This design comes from an exercise in tuning for small area, a short achievable clock period and few clock cycles per item on the open sky130 flow, not from production work. Power figures rest on the tool's default switching activity, not on a simulated workload.

==> sierra: inputs <==
// fm_decoder
module fm_decoder (
    input  wire         clk,
    input  wire         rst_n,
    input  wire         cmd_valid,
    output reg          cmd_ready,
    input  wire [31:0]  cmd_data,
    output reg          res_valid,
    input  wire         res_ready,
    output reg  [15:0]  res_head,
    output reg  [103:0] res_payload,
    output wire [31:0]  dstat
);
Settings: LEC_CHECK=0, ABC_CLOCK_PERIOD_IN_PS=5000, CAP_MARGIN=30, CORE_MARGIN=2, CORE_UTILIZATION=25, PLACE_DENSITY=0.45, SLEW_MARGIN=30; clock period 22.0 ns.
run.sh (not shown) runs the stock make flow with config.mk's settings and CLKGATE_MAP_FILE= SYNTH_SCRIPT=/design/flow/synth_recipe.tcl, a recipe that flattens the netlist after the stock synthesis.
==> inputs of onyx, as changes to sierra <==
==> flow/flow/run.sh (new file) <==
#!/bin/bash
# The standard layout (standard.sh: ORFS synth .. finish, unchanged scripts),
# with the resizer's setup repair asked to keep a larger slack margin so that it
# works on paths the 22 ns clock alone would leave untouched. The SDC, clock
# period and all other settings are the design's.
set -euo pipefail
export SETUP_SLACK_MARGIN=16
bash standard.sh > standard_flow.log 2>&1
==> flow/standard.sh (new file) <==
#!/bin/bash
# synth_recipe.tcl (not shown) runs the flow's synth.tcl, then flattens the netlist and writes it again
# the make line also repeats each setting of config.mk as NAME=value (left out here)
make -C /OpenROAD-flow-scripts/flow DESIGN_CONFIG=/design/flow/config.mk WORK_HOME=/design/flow/orfs CLKGATE_MAP_FILE= SYNTH_SCRIPT=/design/flow/synth_recipe.tcl "${@:-finish}"
removed: flow/run.sh
==> notes <==
- In onyx the register-to-register slack is better than in sierra, by 1200 ps.
- Area after synthesis is the same in onyx and sierra.
- Against onyx, the worst setup slack of sierra is worse by 1300 ps.
- Of sierra and onyx, onyx has the higher critical path depth (gap 1).
- sierra passed the timing, DRC and antenna checks. onyx passed the timing, DRC and antenna checks.
- Between sierra and onyx, the lower maximum frequency is in sierra (gap 16%, measured against onyx).
No run of this note included a check of the RTL's function; only the layout flow was run.

---

==> indigo: inputs <==
fm_decoder, a different RTL version from the one above (not shown whole).
Design fm_decoder, start of the top module:
module fm_decoder (
    input  wire         clk,
    input  wire         rst_n,
    input  wire         cmd_valid,
    output reg          cmd_ready,
    input  wire [31:0]  cmd_data,
    output reg          res_valid,
    input  wire         res_ready,
    output reg  [15:0]  res_head,
    output reg  [103:0] res_payload,
    output wire [31:0]  dstat
);
    localparam [1:0] C_NOBAR  = 2'd0,
                     C_NOPROG = 2'd1,
                     C_CSERR  = 2'd2,
                     C_PROG   = 2'd3;
    localparam [3:0] R_OK       = 4'd0,
                     R_EMPTY    = 4'd1,
                     R_LEFT     = 4'd2,
                     R_RIGHT    = 4'd3,
                     R_BARCOUNT = 4'd4,
                     R_SHORT    = 4'd5,
                     R_LONG     = 4'd6,
                     R_GAP      = 4'd7,
                     R_SIG      = 4'd8,
                     R_HTYPE    = 4'd9,
                     R_HINDEX   = 4'd10,
                     R_DIRECT   = 4'd11,
                     R_CSUM     = 4'd12;
    localparam [2:0] E_IDLE  = 3'd0,    
                     E_WAIT  = 3'd1,    
                     E_SRCH  = 3'd2,    
                     E_CLASS = 3'd3,    
                     E_SUM   = 3'd4,    
                     E_DEC   = 3'd5;    
    reg  [7:0]  last_csum;
    reg  [15:0] row_index;
    reg         aborted;
    reg         err;
  ...
clock: 22.0 ns
lec_check: 0
abc_clock_period_in_ps: 5000
cap_margin: 30
core_margin: 2
core_utilization: 45
cts_cluster_diameter: 100
cts_cluster_size: 25
place_density: 0.6
slew_margin: 30
standard.sh (not shown) runs the stock make flow with config.mk's settings and CLKGATE_MAP_FILE= SYNTH_SCRIPT=/design/flow/synth_recipe.tcl, a recipe that flattens the netlist after the stock synthesis.
==> flow/flow/run.sh <==
#!/bin/bash
# The standard layout (standard.sh: ORFS synth .. finish, unchanged scripts),
# with the resizer's setup repair asked to keep a larger slack margin so that it
# works on paths the 22 ns clock alone would leave untouched. The SDC, clock
# period and all other settings are the design's.
set -euo pipefail
export SETUP_SLACK_MARGIN=16
bash standard.sh > standard_flow.log 2>&1
==> quartz: changes against indigo <==
--- a/flow/design.v
+++ b/flow/design.v
@@ -27,55 +27,77 @@
                      R_HINDEX   = 4'd10,
                      R_DIRECT   = 4'd11,
                      R_CSUM     = 4'd12;
     localparam [2:0] E_IDLE  = 3'd0,    
                      E_WAIT  = 3'd1,    
                      E_SRCH  = 3'd2,    
                      E_CLASS = 3'd3,    
                      E_SUM   = 3'd4,    
-                     E_DEC   = 3'd5;    
+                     E_DEC   = 3'd5,    
+                     E_VER1  = 3'd6,    
+                     E_VER2  = 3'd7;    
     reg  [7:0]  last_csum;
     reg  [15:0] row_index;
     reg         aborted;
     reg         err;
     reg         line_open;
     assign dstat = {5'd0, line_open, err, aborted, last_csum, row_index};
-    reg  [13:0] rem, rem_prev;
+    reg  [13:0] rem_b, rem_c, rem_prev;
     reg         q_ref;
-    wire [13:0] rem_eff  = q_ref ? rem_prev : rem;
+    wire [13:0] rem_diff = rem_b - rem_c;
+    wire [13:0] rem_eff  = q_ref ? rem_prev : rem_diff;
+    wire        rem_nz   = (rem_eff != 14'd0);
+    function lt14;
+        input [13:0] a, b;
+        reg   [15:0] l, e;
+        integer i, w;
+        begin
+            l = {2'b00, ~a & b};
+            e = {2'b11, ~(a ^ b)};
+            for (w = 16; w > 1; w = w / 2)
+                for (i = 0; i < w / 2; i = i + 1) begin
+                    l[i] = l[2*i+1] | (e[2*i+1] & l[2*i]);
+                    e[i] = e[2*i+1] & e[2*i];
+                end
+            lt14 = l[0];
+        end
+    endfunction
     wire        cmd_fire = cmd_valid && cmd_ready;
     wire [3:0]  op       = cmd_data[31:28];
-    wire is_scan  = (cmd_data == 32'h8000_0000);
+    wire z27_15   = (cmd_data[27:15] == 13'd0);
+    wire z27_1    = z27_15 && (cmd_data[14:1] == 14'd0);
+    wire z27_0    = z27_1 && !cmd_data[0];
+    wire is_scan  = (op == 4'h8) && z27_0;
     wire is_lb    = (op == 4'h9);
-    wire is_pix   = (cmd_data[31:1] == 31'h5000_0000);
-    wire is_le    = (cmd_data == 32'hB000_0000);
-    wire is_run   = (cmd_data[31:15] == 17'h1_8000);
-    wire [13:0] rem_m1   = rem_eff - 14'd1;
-    wire        rem_nz   = (rem_eff != 14'd0);
-    wire [14:0] a_remrun = {1'b0, rem_eff} - {1'b0, cmd_data[13:0]};
-    wire [14:0] a_span   = {1'b0, cmd_data[27:14]} - {1'b0, cmd_data[13:0]};
-    wire lb_ok  = !aborted && !line_open && (cmd_data[13:0] < cmd_data[27:14]);
-    wire run_ok = line_open && (is_pix ? rem_nz : !a_remrun[14]);
+    wire is_pix   = (op == 4'hA) && z27_1;
+    wire is_le    = (op == 4'hB) && z27_0;
+    wire is_run   = (op == 4'hC) && z27_15;
+    wire lb_ok  = !aborted && !line_open && lt14(cmd_data[13:0], cmd_data[27:14]);
+    wire run_ok = line_open && (is_pix ? rem_nz : !lt14(rem_eff, cmd_data[13:0]));
     wire le_ok  = line_open && !rem_nz;
     wire a_refuse = cmd_data[31] && !is_scan &&
                     !(is_lb && lb_ok) && !((is_pix || is_run) && run_ok) && !(is_le && le_ok);
     reg  [27:0] q_data;
     reg         q_begin, q_run, q_pix, q_end;
     reg  [2:0]  est;
     always @(posedge clk) begin
         rem_prev <= rem_eff;
-        if (cmd_fire && op == 4'h9)
-            rem <= a_span[13:0];
-        else if (cmd_fire && op == 4'hA)
-            rem <= rem_m1;
-        else if (cmd_fire && op == 4'hC)
-            rem <= a_remrun[13:0];
-        else
-            rem <= rem_eff;
+        if (cmd_fire && op == 4'h9) begin
+            rem_b <= cmd_data[27:14];
+            rem_c <= cmd_data[13:0];
+        end else begin
+            rem_b <= rem_eff;
+            if (cmd_fire && op == 4'hA)
+                rem_c <= 14'd1;
+            else if (cmd_fire && op == 4'hC)
+                rem_c <= cmd_data[13:0];
+            else
+                rem_c <= 14'd0;
+        end
     end
     always @(posedge clk or negedge rst_n) begin
         if (!rst_n) begin
             q_begin <= 1'b0;
             q_run   <= 1'b0;
             q_pix   <= 1'b0;
             q_end   <= 1'b0;
             q_ref   <= 1'b0;
@@ -95,17 +117,17 @@
     reg  [13:0] rem_last;          
     reg  [7:0]  n_black;           
     reg  [9:0]  cur_black;         
     reg  [10:0] cur_white, gap_min, gap_max;
     reg  [9:0]  orw;               
     wire [13:0] b_count = q_pix ? 14'd1 : {q_data[13:0]};
     wire        b_fg    = q_pix ? q_data[0] : q_data[14];
     wire        b_act   = (q_run || q_pix) && (b_count != 14'd0);
-    wire [13:0] b_fx    = right_b - rem - b_count;    
+    wire [13:0] b_fx    = right_b - rem_b;            
     wire [14:0] b_grow  = {5'd0, cur_black} + {1'b0, b_count};
     wire [9:0]  b_wnew  = (b_count >= 14'd1023) ? 10'd1023 : b_count[9:0];
     wire [9:0]  b_wgrow = (b_grow >= 15'd1023) ? 10'd1023 : b_grow[9:0];
     wire [17:0] b_x10   = {1'b0, b_fx, 3'b000} + {3'b000, b_fx, 1'b0};
     wire [11:0] b_white = {1'b0, cur_white} + {1'b0, b_count[10:0]};
     wire [17:0] b_l13   = {left_b, 3'b000} + {1'b0, left_b, 2'b00} + {4'd0, left_b};
     reg         bw_we;
     reg  [7:0]  bw_idx;
@@ -154,17 +176,17 @@
                 end else begin
                     if (cur_white < gap_min) gap_min <= cur_white;
                     if (cur_white > gap_max) gap_max <= cur_white;
                     cur_white <= 11'd0;
                     cur_black <= b_wnew;
                     if (n_black != 8'd133)
                         n_black <= n_black + 8'd1;
                 end
-                rem_last <= rem;
+                rem_last <= rem_diff;
             end else begin
                 if (seen_fg)
                     cur_white <= (b_count >= 14'd2047 || b_white[11]) ? 11'h7FF : b_white[10:0];
             end
             prev_fg <= b_fg;
             if (bw_we)
                 orw <= orw | bw_wd;
         end
@@ -292,17 +314,17 @@
             5'd14: c_sig = cls[114] && !cls[115];
             5'd15: c_sig = cls[122] && !cls[123];
             default: c_sig = cls[130] && !cls[131];
         endcase
         c_sig = c_sig && !cls[0] && !cls[1];
     end
     reg  [7:0]  row0, row1, row2;
     reg         sig_ok;
-    reg  [7:0]  zsum;              
+    reg  [15:0] zcs;               
     function [15:0] csa8;
         input [7:0] a, b, c;
         reg   [7:0] cy;
         begin
             cy   = (a & b) | (a & c) | (b & c);
             csa8 = {a ^ b ^ c, cy[6:0], cy[7]};
         end
     endfunction
@@ -337,19 +359,19 @@
     wire [15:0] l2a = csa8(l1a[15:8], l1a[7:0], l1b[15:8]);
     wire [15:0] l2b = csa8(l1b[7:0],  l1c[15:8], l1c[7:0]);
     wire [15:0] l2c = csa8(l1d[15:8], l1d[7:0], l1e[15:8]);
     wire [15:0] l3a = csa8(l2a[15:8], l2a[7:0], l2b[15:8]);
     wire [15:0] l3b = csa8(l2b[7:0],  l2c[15:8], l2c[7:0]);
     wire [15:0] l4a = csa8(l3a[15:8], l3a[7:0], l3b[15:8]);
     wire [15:0] l5a = csa8(l4a[15:8], l4a[7:0], l3b[7:0]);
     wire [15:0] l6a = csa8(l5a[15:8], l5a[7:0], l1e[7:0]);
-    wire [7:0]  s_zero = eac8(l6a[15:8], l6a[7:0]);
-    wire [7:0]  d_chain  = eac8(last_csum, zsum);
-    wire [7:0]  d_zero   = zsum;
+    wire [15:0] d_cs     = csa8(zcs[15:8], zcs[7:0], last_csum);
+    wire [7:0]  d_chain  = eac8(d_cs[15:8], d_cs[7:0]);
+    wire [7:0]  d_zero   = eac8(zcs[15:8], zcs[7:0]);
     wire [4:0]  d_k      = n_black[7:3];
     wire [4:0]  d_len    = d_k - 5'd3;
     reg  [1:0]  d_class;
     reg  [3:0]  d_reason;
     always @* begin
         if (!sig_ok) begin
             d_class = C_NOBAR;  d_reason = R_SIG;
         end else if (row1[7:4] != 4'd1) begin
@@ -361,67 +383,92 @@
         end else if (d_len < 5'd10 && d_zero == row0) begin
             d_class = C_NOPROG; d_reason = R_DIRECT;
         end else begin
             d_class = C_CSERR;  d_reason = R_CSUM;
         end
     end
     reg         pass2;
     reg         own_up;            
-    wire        res_free   = !res_valid || res_ready;
+    reg  [9:0]  tp;
+    reg         tp_ok, ver1, up_unk;
+    wire        ver_ok     = ver1 && (cnt >= {1'b0, half});
+    wire        res_free   = !res_valid;
     wire        geo_go     = (est == E_WAIT || q_end) && res_free;
     wire        geo_fail   = (g_reason != R_OK);
     wire        dec_retry  = (est == E_DEC) && !pass2 && (d_class == C_CSERR);
     wire        dec_commit = ((est == E_DEC) && !dec_retry) || (geo_go && geo_fail);
+    wire        dec_again  = dec_retry && up_unk;
     wire        dec_take2  = pass2 && (d_class != C_PROG);
     wire [1:0]  out_class  = (est == E_DEC) ? (dec_take2 ? C_CSERR : d_class)  : C_NOBAR;
     wire [3:0]  out_reason = (est == E_DEC) ? (dec_take2 ? R_CSUM  : d_reason) : g_reason;
     wire [3:0]  out_len    = (out_class == C_PROG) ? d_len[3:0] : 4'd0;
     wire        out_upper  = (est == E_DEC) && pass2;
     wire        lo_last    = (est == E_SRCH) && part_ok && !part_up && (bit_lo == 4'd0);
     always @(posedge clk or negedge rst_n) begin
         if (!rst_n) begin
             est       <= E_IDLE;
             cmd_ready <= 1'b1;
             res_valid <= 1'b0;
+            tp_ok     <= 1'b0;
         end else begin
+            if (est == E_SUM)
+                tp_ok <= 1'b1;
             if (res_valid && res_ready)
                 res_valid <= 1'b0;
             if (cmd_fire && is_le && le_ok)
                 cmd_ready <= 1'b0;
             if (dec_commit) begin
                 res_valid <= 1'b1;
                 cmd_ready <= 1'b1;
                 est       <= E_IDLE;
             end else if (geo_go) begin
-                est <= E_SRCH;
+                est <= tp_ok ? E_VER1 : E_SRCH;
             end else if (q_end) begin
                 est <= E_WAIT;
             end else begin
                 case (est)
                 E_SRCH:  if (lo_last) est <= E_CLASS;
                 E_CLASS: est <= E_SUM;
                 E_SUM:   est <= E_DEC;
-                E_DEC:   if (dec_retry) est <= E_CLASS;
+                E_DEC:   if (dec_again) est <= E_SRCH;
+                         else if (dec_retry) est <= E_CLASS;
+                E_VER1:  est <= E_VER2;
+                E_VER2:  est <= ver_ok ? E_SUM : E_SRCH;
                 default: ;
                 endcase
             end
         end
     end
     always @(posedge clk) begin
         part <= pc;
         if (geo_go) begin
             p_lo    <= 10'd0;
             p_up    <= 10'd0;
             bit_lo  <= g_msb;
             bit_up  <= g_msb;
             part_ok <= 1'b1;
             part_up <= 1'b0;
             own_up  <= 1'b1;
             pass2   <= 1'b0;
+            up_unk  <= 1'b0;
+            if (tp_ok)
+                cmp_v <= tp;
+        end else if (est == E_VER1) begin
+            ver1 <= (cnt < {1'b0, half});
+        end else if (est == E_VER2) begin
+            if (ver_ok) begin
+                p_lo   <= tp;
+                p_up   <= tp;
+                up_unk <= !(cnt > {1'b0, half});
+            end else begin
+                part_ok <= 1'b0;
+                own_up  <= 1'b0;
+                cmp_v   <= {1'b0, orw_smear[9:1]};
+            end
         end else if (est == E_SRCH) begin
             part_ok <= 1'b1;
             part_up <= own_up;
             own_up  <= !own_up;
             if (part_ok) begin
                 if (part_up) begin
                     p_up   <= rnew;
                     bit_up <= bit_up - 4'd1;
@@ -431,36 +478,47 @@
                     bit_lo <= bit_lo - 4'd1;
                     cmp_v  <= (bit_lo == 4'd0) ? rnew : rnext;
                 end
             end
         end else if (est == E_CLASS) begin
             part_ok <= 1'b0;
             if (part_ok && part_up)
                 p_up <= rnew;
+        end else if (dec_again) begin
+            p_lo    <= 10'd0;
+            p_up    <= 10'd0;
+            bit_lo  <= g_msb;
+            bit_up  <= g_msb;
+            part_ok <= 1'b0;
+            own_up  <= 1'b0;
+            up_unk  <= 1'b0;
+            cmp_v   <= {1'b0, orw_smear[9:1]};
         end else if (dec_retry) begin
             cmp_v <= p_up;
             pass2 <= 1'b1;
         end else if (est == E_IDLE || est == E_WAIT) begin
-            cmp_v <= {1'b0, orw_smear[9:1]};
+            cmp_v <= tp_ok ? (tp - 10'd1) : {1'b0, orw_smear[9:1]};
         end
+        if (est == E_SUM)
+            tp <= p_lo;
     end
     always @(posedge clk) begin
-        if (est == E_CLASS) begin
+        if (est == E_CLASS || est == E_VER2) begin
             row0        <= pk_m[127:120];
             row1        <= pk_m[119:112];
             row2        <= pk_m[111:104];
             res_payload <= {pk_m[7:0],   pk_m[15:8],  pk_m[23:16], pk_m[31:24],
                             pk_m[39:32], pk_m[47:40], pk_m[55:48], pk_m[63:56],
                             pk_m[71:64], pk_m[79:72], pk_m[87:80], pk_m[95:88],
                             pk_m[103:96]};
             sig_ok      <= c_sig;
         end
         if (est == E_SUM)
-            zsum <= s_zero;
+            zcs <= l6a;
         if (dec_commit) begin
             res_head <= {5'd0, out_len, out_upper, out_reason, out_class};
             if (out_class != C_PROG)
                 res_payload <= 104'd0;
         end
     end
     always @(posedge clk or negedge rst_n) begin
         if (!rst_n) begin
==> flow/flow/run.sh (replaced) <==
#!/bin/bash
# The standard layout (standard.sh: ORFS synth .. finish, unchanged scripts),
# with the resizer's setup repair asked to keep a larger slack margin so that it
# works on paths the 22 ns clock alone would leave untouched, and with plain
# buffers (instead of the delay cells buffer_ports picks by default) on the
# ports. The SDC, clock period and all other settings are the design's.
set -euo pipefail
export SETUP_SLACK_MARGIN=16
export BUFFER_PORTS_ARGS="-buffer_cell sky130_fd_sc_hd__buf_2"
bash standard.sh > standard_flow.log 2>&1
==> garnet: changes against indigo <==
==> flow/flow/run.sh (replaced) <==
#!/bin/bash
# The standard layout (standard.sh: ORFS synth .. finish, unchanged scripts),
# with the resizer's setup repair asked to keep a larger slack margin so that it
# works on paths the 22 ns clock alone would leave untouched. The SDC, clock
# period and all other settings are the design's.
set -euo pipefail
export SETUP_SLACK_MARGIN=17
bash standard.sh > standard_flow.log 2>&1
==> qor summary <==
item	quartz	indigo	garnet
Hold Crit Endpoint	right_b[6]	right_b[13]	right_b[13]
Post-detailed-placement half-perimeter wirelength	176 mm	170 mm	172 mm
Sequential power share	56.2%	44.1%	39.9%
Cell-internal power	4.64 mW	5.30 mW	5.87 mW
Power density over the cells	64.3 nW/um^2	82.4 nW/um^2	84.8 nW/um^2
Power consumed by sequential cells	3.51 mW	3.46 mW	3.46 mW
Status	timing/DRC/antenna clean	timing/DRC/antenna clean	timing/DRC/antenna clean
FFs w/ async S/R, synth	2.22%	2.21%	2.21%
Core occupancy in the finished layout	50.3%	50.3%	53.9%
Logic pwr share	14.0%	33.7%	40.0%
Cell area after technology mapping	87500 sq um	85700 sq um	85700 sq um
CTS resizes	207	440	1521
Worst-case clock skew	63.5 ps	50.4 ps	41.4 ps
Drt initial violations	6842	5220	5528
Crit path max-delay cell type	fa_1	a2111oi_1	fa_2
Via count of the first global-routing pass	56700	54100	56500
DR vias	58900	55600	57200
Met3 wire len	21.6 mm	17.4 mm	18.6 mm
Clock buffer and inverter area fraction after layout	2.63%	2.43%	2.26%
Num CTS Buffers	83	79	79
Clock group share of total power	29.8%	22.2%	20.1%
Met1 track utilization from global routing	37.1%	36.4%	37.5%
Maximum fanout along the worst path	7	38	3
No run of this note included a check of the RTL's function; only the layout flow was run.

[static timing again, ports no longer ideal]
The results above use ideal ports. As a check the final layouts listed here were re-extracted and re-timed, cells and wires unchanged. Step 1 (the two cells are an assumption about what drives the block):
set clk [get_ports {clk}]
set_driving_cell -lib_cell sky130_fd_sc_hd__clkbuf_16 $clk
set_driving_cell -lib_cell sky130_fd_sc_hd__buf_2 [delete_from_list [all_inputs] $clk]
Step 2 times the ports against the registers' clock, not the clock port: input delays grow and output delays shrink by t, the midpoint of the rising clock arrivals with the driver on. a / b / c = no drivers / after step 1 / after step 2; a / b = the first two.
run	t (ns)	setup WS [ns]	worst setup path at the end	clock arrival spread, ns
sierra	0.953	14.033 / 14.103 / 13.151	input to register	0.041 / 0.041
onyx	0.940	15.299 / 15.347 / 14.408	input to register	0.051 / 0.051
indigo	0.819	15.905 / 15.916 / 15.153	input to register	0.051 / 0.051
quartz	0.838	15.851 / 15.851 / 15.282	input to register	0.064 / 0.063
garnet	0.823	16.037 / 16.016 / 15.250	input to register	0.044 / 0.044
After both steps setup and hold are still met in every run listed. For onyx, which loses most, drivers alone change the setup slack by +0.048 ns; drivers and shift together by -0.891 ns.
